Source: an optimization exercise on an open RTL-to-GDS flow (aim: small area, a short achievable clock period and few clock cycles per item). Production flows keep margins and buffers that such runs may drop.
Only simulation tests tie the RTL to the original design; equivalence was not proved.
Power figures rest on the tool's default switching activity, not on a simulated workload.

==> inputs of run a <==
==> flow/design.v <==
module morton_map (
    input  wire        clk,
    input  wire        rst,           
    input  wire        start,         
    input  wire [31:0] in_w,
    input  wire [31:0] in_h,
    input  wire [31:0] in_d,
    input  wire [31:0] in_row_pitch,
    input  wire [31:0] in_slice_pitch,
    input  wire [31:0] in_bpp,
    input  wire [31:0] in_cx,
    input  wire [31:0] in_cy,
    input  wire [31:0] in_cz,
    output wire        ready,
    output reg         done,
    output reg         fault,
    output reg  [3:0]  cause,
    output reg  [31:0] mask_x,
    output reg  [31:0] mask_y,
    output reg  [31:0] mask_z,
    output reg  [5:0]  total_bits,
    output reg  [63:0] lin_off,
    output reg  [63:0] swz_off
);
    localparam [3:0] C_NONE      = 4'd0,
                     C_ZERO_EXT  = 4'd2,
                     C_ZERO_BPP  = 4'd3,
                     C_PITCH     = 4'd4,
                     C_MASK_OVF  = 4'd5;
    function [5:0] clog2f(input [31:0] v);
        integer i;
        reg [4:0] top;
        reg       any, two;
        begin
            top = 5'd0; any = 1'b0; two = 1'b0;
            for (i = 0; i < 32; i = i + 1) begin
                if (v[i]) top = i;
                two = two | (any & v[i]);
                any = any | v[i];
            end
            clog2f = {1'b0, top} + {5'd0, two};
        end
    endfunction
    function [31:0] therm(input [5:0] k);
        integer i;
        begin
            for (i = 0; i < 32; i = i + 1) therm[i] = (i < k);
        end
    endfunction
    function [36:0] sh(input [31:0] v, input [4:0] s);
        begin
            sh = ({37{s[0]}} & {5'd0, v})       | ({37{s[1]}} & {4'd0, v, 1'd0}) |
                 ({37{s[2]}} & {3'd0, v, 2'd0}) | ({37{s[3]}} & {2'd0, v, 3'd0}) |
                 ({37{s[4]}} & {1'd0, v, 4'd0});
        end
    endfunction
    wire in_fast = (in_cz[31:6] == 26'd0) & (in_cy[31:12] == 20'd0) &
                   (in_row_pitch[31:17] == 15'd0) &
                   (in_bpp[31:5] == 27'd0) &
                   ((in_bpp[4:0] & (in_bpp[4:0] - 5'd1)) == 5'd0);
    reg        busy;                  
    reg        fast;                  
    reg [4:0]  step;                  
    reg        qz, qy, qb;            
    reg        zext, zbpp;
    reg [5:0]  nx, ny, nz;
    reg [31:0] w, rp, sp, bpp, cx, cy, cz;
    wire last   = fast | (step == 5'd0);
    wire first  = fast | (step == 5'd31);
    assign ready = ~busy | last;
    wire accept = start & ready;
    wire [4:0] nstep = step - 5'd1;
    always @(posedge clk) begin
        if (rst) begin
            busy <= 1'b0;
        end else if (accept) begin
            busy <= 1'b1;
        end else if (last) begin
            busy <= 1'b0;
        end
        if (accept) begin
            step <= 5'd31;
            qz   <= in_cz[31];
            qy   <= in_cy[31];
            qb   <= in_bpp[31];
            fast <= in_fast;
            zext <= (in_w == 32'd0) | (in_h == 32'd0) | (in_d == 32'd0);
            zbpp <= (in_bpp == 32'd0);
            nx   <= clog2f(in_w);
            ny   <= clog2f(in_h);
            nz   <= clog2f(in_d);
            w    <= in_w;
            rp   <= in_row_pitch;
            sp   <= in_slice_pitch;
            bpp  <= in_bpp;
            cx   <= in_cx;
            cy   <= in_cy;
            cz   <= in_cz;
        end else begin
            step <= nstep;
            qz   <= cz[nstep];
            qy   <= cy[nstep];
            qb   <= bpp[nstep];
        end
    end
    wire lxy = (nx <= ny), lxz = (nx <= nz), lyz = (ny <= nz);
    wire x_min = lxy & lxz;
    wire y_min = ~x_min & lyz;
    wire z_min = ~x_min & ~y_min;
    wire v_max = x_min ? lyz : (y_min ? lxz : lxy);        
    wire [5:0] na = x_min ? nx : (y_min ? ny : nz);        
    wire [5:0] nu = x_min ? ny : nx;
    wire [5:0] nv = z_min ? ny : nz;
    wire [5:0] nb = v_max ? nu : nv;                       
    wire [7:0] tot = {2'b00, nx} + {2'b00, ny} + {2'b00, nz};
    wire [5:0] e1  = {na[3:0], 1'b0} + {2'b00, na[3:0]};   
    wire [5:0] e2  = na + {nb[4:0], 1'b0};                 
    wire [5:0] e3  = tot[5:0];                             
    wire [4:0] sh3 = na[4:0] + nb[4:0];                    
    wire [31:0] cu = x_min ? cy : cx;
    wire [31:0] cv = z_min ? cy : cz;
    wire [31:0] cm = v_max ? cv : cu;                      
    wire [31:0] t1 = therm(e1);
    wire [31:0] t2 = therm(e2);
    wire [31:0] t3 = (e3 == 6'd32) ? 32'hFFFF_FFFF : therm(e3);
    wire [31:0] r2 = t2 & ~t1;
    wire [31:0] r3 = t3 & ~t2;
    reg  [31:0] i3, i2;
    integer k;
    always @(*) begin
        i3 = 32'd0;
        i2 = 32'd0;
        for (k = 0; k < 11; k = k + 1) begin
            i3[3*k] = cx[k];
            if (3*k+1 < 32) i3[3*k+1] = cy[k];
            if (3*k+2 < 32) i3[3*k+2] = cz[k];
        end
        for (k = 0; k < 16; k = k + 1) begin
            i2[2*k]   = cu[k];
            i2[2*k+1] = cv[k];
        end
    end
    wire [31:0] idx = (i3 & t1) | ((i2 << na[3:0]) & r2) | ((cm << sh3) & r3);
    wire [5:0]  dz  = fast ? cz[5:0] : {5'd0, qz};
    wire [11:0] dy  = fast ? cy[11:0] : 12'd0;
    wire [16:0] rpf = rp[16:0];
    wire [4:0]  db  = fast ? bpp[4:0] : {4'd0, qb};
    reg  [39:0] pp [0:19];
    always @(*) begin
        for (k = 0; k < 6; k = k + 1)
            pp[k] = dz[k] ? ({8'd0, sp} << k) : 40'd0;
        for (k = 0; k < 12; k = k + 1)
            pp[6 + k] = dy[k] ? ({23'd0, rpf} << k) : 40'd0;
        pp[18] = (~fast & qy) ? {8'd0, rp} : 40'd0;
        pp[19] = {3'd0, sh(cx, db)};
    end
    wire [39:0] ts0 = pp[0] ^ pp[1] ^ pp[2];
    wire [39:0] tm0 = (pp[0] & pp[1]) | (pp[0] & pp[2]) | (pp[1] & pp[2]);
    wire [39:0] tc0 = {tm0[38:0], 1'b0};
    wire [39:0] ts1 = pp[3] ^ pp[4] ^ pp[5];
    wire [39:0] tm1 = (pp[3] & pp[4]) | (pp[3] & pp[5]) | (pp[4] & pp[5]);
    wire [39:0] tc1 = {tm1[38:0], 1'b0};
    wire [39:0] ts2 = pp[6] ^ pp[7] ^ pp[8];
    wire [39:0] tm2 = (pp[6] & pp[7]) | (pp[6] & pp[8]) | (pp[7] & pp[8]);
    wire [39:0] tc2 = {tm2[38:0], 1'b0};
    wire [39:0] ts3 = pp[9] ^ pp[10] ^ pp[11];
    wire [39:0] tm3 = (pp[9] & pp[10]) | (pp[9] & pp[11]) | (pp[10] & pp[11]);
    wire [39:0] tc3 = {tm3[38:0], 1'b0};
    wire [39:0] ts4 = pp[12] ^ pp[13] ^ pp[14];
    wire [39:0] tm4 = (pp[12] & pp[13]) | (pp[12] & pp[14]) | (pp[13] & pp[14]);
    wire [39:0] tc4 = {tm4[38:0], 1'b0};
    wire [39:0] ts5 = pp[15] ^ pp[16] ^ pp[17];
    wire [39:0] tm5 = (pp[15] & pp[16]) | (pp[15] & pp[17]) | (pp[16] & pp[17]);
    wire [39:0] tc5 = {tm5[38:0], 1'b0};
    wire [39:0] ts6 = ts0 ^ tc0 ^ ts1;
    wire [39:0] tm6 = (ts0 & tc0) | (ts0 & ts1) | (tc0 & ts1);
    wire [39:0] tc6 = {tm6[38:0], 1'b0};
    wire [39:0] ts7 = tc1 ^ ts2 ^ tc2;
    wire [39:0] tm7 = (tc1 & ts2) | (tc1 & tc2) | (ts2 & tc2);
    wire [39:0] tc7 = {tm7[38:0], 1'b0};
    wire [39:0] ts8 = ts3 ^ tc3 ^ ts4;
    wire [39:0] tm8 = (ts3 & tc3) | (ts3 & ts4) | (tc3 & ts4);
    wire [39:0] tc8 = {tm8[38:0], 1'b0};
    wire [39:0] ts9 = tc4 ^ ts5 ^ tc5;
    wire [39:0] tm9 = (tc4 & ts5) | (tc4 & tc5) | (ts5 & tc5);
    wire [39:0] tc9 = {tm9[38:0], 1'b0};
    wire [39:0] ts10 = ts6 ^ tc6 ^ ts7;
    wire [39:0] tm10 = (ts6 & tc6) | (ts6 & ts7) | (tc6 & ts7);
    wire [39:0] tc10 = {tm10[38:0], 1'b0};
    wire [39:0] ts11 = tc7 ^ ts8 ^ tc8;
    wire [39:0] tm11 = (tc7 & ts8) | (tc7 & tc8) | (ts8 & tc8);
    wire [39:0] tc11 = {tm11[38:0], 1'b0};
    wire [39:0] ts12 = ts9 ^ tc9 ^ pp[18];
    wire [39:0] tm12 = (ts9 & tc9) | (ts9 & pp[18]) | (tc9 & pp[18]);
    wire [39:0] tc12 = {tm12[38:0], 1'b0};
    wire [39:0] ts13 = ts10 ^ tc10 ^ ts11;
    wire [39:0] tm13 = (ts10 & tc10) | (ts10 & ts11) | (tc10 & ts11);
    wire [39:0] tc13 = {tm13[38:0], 1'b0};
    wire [39:0] ts14 = tc11 ^ ts12 ^ tc12;
    wire [39:0] tm14 = (tc11 & ts12) | (tc11 & tc12) | (ts12 & tc12);
    wire [39:0] tc14 = {tm14[38:0], 1'b0};
    wire [39:0] ts15 = ts13 ^ tc13 ^ ts14;
    wire [39:0] tm15 = (ts13 & tc13) | (ts13 & ts14) | (tc13 & ts14);
    wire [39:0] tc15 = {tm15[38:0], 1'b0};
    wire [39:0] ts16 = ts15 ^ tc15 ^ tc14;
    wire [39:0] tm16 = (ts15 & tc15) | (ts15 & tc14) | (tc15 & tc14);
    wire [39:0] tc16 = {tm16[38:0], 1'b0};
    wire [39:0] ts17 = ts16 ^ tc16 ^ pp[19];
    wire [39:0] tm17 = (ts16 & tc16) | (ts16 & pp[19]) | (tc16 & pp[19]);
    wire [39:0] tc17 = {tm17[38:0], 1'b0};
    wire [39:0] lin_s = ts17;
    wire [39:0] lin_c = tc17;
    reg  [32:0] pacc;
    wire [37:0] p_n   = (first ? 38'd0 : {5'd0, pacc[31:0], 1'b0}) + {1'b0, sh(w, db)};
    wire        p_big = (~first & (pacc[32] | pacc[31])) | (p_n[37:32] != 6'd0);
    wire        pitch_bad = p_big | (p_n[31:0] > rp);
    always @(posedge clk) begin
        pacc <= {p_big, p_n[31:0]};
    end
    reg        done2, first2;
    reg [39:0] s2, c2;
    reg [31:0] idx2;
    reg [4:0]  db2;
    reg [5:0]  e1_2, e2_2, e3_2;
    reg        a0_2, x_min2, z_min2, v_max2;
    reg [3:0]  cause2;
    always @(posedge clk) begin
        if (rst) done2 <= 1'b0;
        else     done2 <= busy & last;
        first2 <= first;
        s2     <= lin_s;
        c2     <= lin_c;
        idx2   <= idx;
        db2    <= db;
        e1_2   <= e1;
        e2_2   <= e2;
        e3_2   <= e3;
        a0_2   <= na[0];
        x_min2 <= x_min;
        z_min2 <= z_min;
        v_max2 <= v_max;
        if (zext)             cause2 <= C_ZERO_EXT;
        else if (zbpp)        cause2 <= C_ZERO_BPP;
        else if (pitch_bad)   cause2 <= C_PITCH;
        else if (tot > 8'd32) cause2 <= C_MASK_OVF;
        else                  cause2 <= C_NONE;
    end
    wire [31:0] u1 = therm(e1_2);
    wire [31:0] u2 = therm(e2_2);
    wire [31:0] u3 = (e3_2 == 6'd32) ? 32'hFFFF_FFFF : therm(e3_2);
    wire [31:0] q2 = u2 & ~u1;
    wire [31:0] q3 = u3 & ~u2;
    wire [31:0] pu  = a0_2 ? 32'hAAAA_AAAA : 32'h5555_5555;
    wire [31:0] m2u = pu & q2;
    wire [31:0] m2v = ~pu & q2;
    wire [31:0] mx_n = (32'h4924_9249 & u1) | (~x_min2 ? m2u : 32'd0) |
                       ((~x_min2 & ~v_max2) ? q3 : 32'd0);
    wire [31:0] my_n = (32'h9249_2492 & u1) | (x_min2 ? m2u : 32'd0) |
                       (z_min2 ? m2v : 32'd0) |
                       ((x_min2 & ~v_max2) | (z_min2 & v_max2) ? q3 : 32'd0);
    wire [31:0] mz_n = (32'h2492_4924 & u1) | (~z_min2 ? m2v : 32'd0) |
                       ((~z_min2 & v_max2) ? q3 : 32'd0);
    wire [63:0] lin_acc = first2 ? 64'd0 : {lin_off[62:0], 1'b0};
    wire [63:0] swz_acc = first2 ? 64'd0 : {swz_off[62:0], 1'b0};
    always @(posedge clk) begin
        lin_off    <= lin_acc + {24'd0, s2} + {24'd0, c2};
        swz_off    <= swz_acc + {27'd0, sh(idx2, db2)};
        mask_x     <= mx_n;
        mask_y     <= my_n;
        mask_z     <= mz_n;
        total_bits <= e3_2;
        fault      <= (cause2 != C_NONE);
        cause      <= cause2;
        if (rst) done <= 1'b0;
        else     done <= done2;
    end
endmodule
==> flow/run.sh <==
#!/bin/bash
# synth_recipe.tcl (not shown) runs the flow's synth.tcl, then flattens the netlist and writes it again
# the make line also repeats each setting of config.mk as NAME=value (left out here)
make -C /OpenROAD-flow-scripts/flow DESIGN_CONFIG=/design/flow/config.mk WORK_HOME=/design/flow/orfs CLKGATE_MAP_FILE= SYNTH_SCRIPT=/design/flow/synth_recipe.tcl finish
==> flow/config.mk <==
export PLATFORM = sky130hd
export DESIGN_NAME = morton_map
export DESIGN_NICKNAME = morton_map
export VERILOG_FILES = /design/flow/design.v
export SDC_FILE = /design/flow/constraint.sdc
export NUM_CORES = 4
export LEC_CHECK = 0
export CAP_MARGIN = 20
export CORE_MARGIN = 2
export CORE_UTILIZATION = 40
export SETUP_SLACK_MARGIN = 5
export SLEW_MARGIN = 20
==> flow/constraint.sdc <==
create_clock -name core_clock -period 13.0 [get_ports {clk}]
set_input_delay 2.6000 -clock core_clock [delete_from_list [all_inputs] [get_ports {clk}]]
set_output_delay 2.6000 -clock core_clock [all_outputs]
set_load 0.01 [all_outputs]
==> inputs of run b, as changes to run a <==
--- a/flow/design.v
+++ b/flow/design.v
@@ -60,2 +60,10 @@
                    ((in_bpp[4:0] & (in_bpp[4:0] - 5'd1)) == 5'd0);
+    wire [5:0] nx0 = clog2f(in_w);
+    wire [5:0] ny0 = clog2f(in_h);
+    wire [5:0] nz0 = clog2f(in_d);
+    wire lxy0 = (nx0 <= ny0), lxz0 = (nx0 <= nz0), lyz0 = (ny0 <= nz0);
+    wire x_min0 = lxy0 & lxz0;
+    wire y_min0 = ~x_min0 & lyz0;
+    wire z_min0 = ~x_min0 & ~y_min0;
+    wire v_max0 = x_min0 ? lyz0 : (y_min0 ? lxz0 : lxy0);
     reg        busy;                  
@@ -66,2 +74,3 @@
     reg [5:0]  nx, ny, nz;
+    reg        x_min, y_min, z_min, v_max;
     reg [31:0] w, rp, sp, bpp, cx, cy, cz;
@@ -81,19 +90,23 @@
         if (accept) begin
-            step <= 5'd31;
-            qz   <= in_cz[31];
-            qy   <= in_cy[31];
-            qb   <= in_bpp[31];
-            fast <= in_fast;
-            zext <= (in_w == 32'd0) | (in_h == 32'd0) | (in_d == 32'd0);
-            zbpp <= (in_bpp == 32'd0);
-            nx   <= clog2f(in_w);
-            ny   <= clog2f(in_h);
-            nz   <= clog2f(in_d);
-            w    <= in_w;
-            rp   <= in_row_pitch;
-            sp   <= in_slice_pitch;
-            bpp  <= in_bpp;
-            cx   <= in_cx;
-            cy   <= in_cy;
-            cz   <= in_cz;
+            step  <= 5'd31;
+            qz    <= in_cz[31];
+            qy    <= in_cy[31];
+            qb    <= in_bpp[31];
+            fast  <= in_fast;
+            zext  <= (in_w == 32'd0) | (in_h == 32'd0) | (in_d == 32'd0);
+            zbpp  <= (in_bpp == 32'd0);
+            nx    <= nx0;
+            ny    <= ny0;
+            nz    <= nz0;
+            x_min <= x_min0;
+            y_min <= y_min0;
+            z_min <= z_min0;
+            v_max <= v_max0;
+            w     <= in_w;
+            rp    <= in_row_pitch;
+            sp    <= in_slice_pitch;
+            bpp   <= in_bpp;
+            cx    <= in_cx;
+            cy    <= in_cy;
+            cz    <= in_cz;
         end else begin
@@ -105,7 +118,2 @@
     end
-    wire lxy = (nx <= ny), lxz = (nx <= nz), lyz = (ny <= nz);
-    wire x_min = lxy & lxz;
-    wire y_min = ~x_min & lyz;
-    wire z_min = ~x_min & ~y_min;
-    wire v_max = x_min ? lyz : (y_min ? lxz : lxy);        
     wire [5:0] na = x_min ? nx : (y_min ? ny : nz);        
@@ -212,6 +220,9 @@
     wire [39:0] lin_c = tc17;
+    wire [36:0] pw        = sh(w, bpp[4:0]);
     reg  [32:0] pacc;
-    wire [37:0] p_n   = (first ? 38'd0 : {5'd0, pacc[31:0], 1'b0}) + {1'b0, sh(w, db)};
-    wire        p_big = (~first & (pacc[32] | pacc[31])) | (p_n[37:32] != 6'd0);
-    wire        pitch_bad = p_big | (p_n[31:0] > rp);
+    wire [33:0] p_n       = ((step == 5'd31) ? 34'd0 : {1'b0, pacc[31:0], 1'b0}) +
+                            {2'd0, qb ? w : 32'd0};
+    wire        p_big     = ((step != 5'd31) & (pacc[32] | pacc[31])) | (p_n[33:32] != 2'd0);
+    wire [31:0] p_lo      = fast ? pw[31:0] : p_n[31:0];
+    wire        pitch_bad = (fast ? (pw[36:32] != 5'd0) : p_big) | (p_lo > rp);
     always @(posedge clk) begin
--- a/flow/config.mk
+++ b/flow/config.mk
@@ -9,3 +9,3 @@
 export CORE_MARGIN = 2
-export CORE_UTILIZATION = 40
+export CORE_UTILIZATION = 60
 export SETUP_SLACK_MARGIN = 5
==> summary of the runs <==
Between run b and run a, the lower register-to-register slack is in run a (gap 740 ps).
In run b the die area is lower than in run a, by 33%.
Of run a and run b, run a has the higher combinational power (gap about 8%, measured against run b).
Cell area: run a is larger than run b (1.3%).
Of run b and run a, run b has the higher worst setup slack (gap 340 ps).
Testbench counts of run a, summed over its fixed seeds: cycles 1,216, items 1,200.
Testbench counts of run b, summed over its fixed seeds: cycles 1,216, items 1,200.

## separate check: timing with driven ports
In the flow no input, the clock included, has a driving cell. The finished layouts below were timed again as built, in two steps. Step 1 (the two cells are an assumption about what drives the block):
set clk [get_ports {clk}]
set_driving_cell -lib_cell sky130_fd_sc_hd__clkbuf_16 $clk
set_driving_cell -lib_cell sky130_fd_sc_hd__buf_2 [delete_from_list [all_inputs] $clk]
Step 2 times the ports against the registers' clock, not the clock port: input delays grow and output delays shrink by t, the midpoint of the rising clock arrivals with the driver on. a / b / c = no drivers / after step 1 / after step 2; a / b = the first two.
| run | t, ns | setup WS [ns] | worst data-port slew with drivers (ns) | cell pins on the clock port's net |
|---|---|---|---|---|
| run a | 0.779 | 5.362 / 5.362 / 5.362 | 0.14 | 1 |
| run b | 0.734 | 5.704 / 5.757 / 5.023 | 0.13 | 1 |
After both steps setup and hold are still met in every run listed. For run b, which loses most, drivers alone change the setup slack by +0.053 ns; drivers and shift together by -0.681 ns.
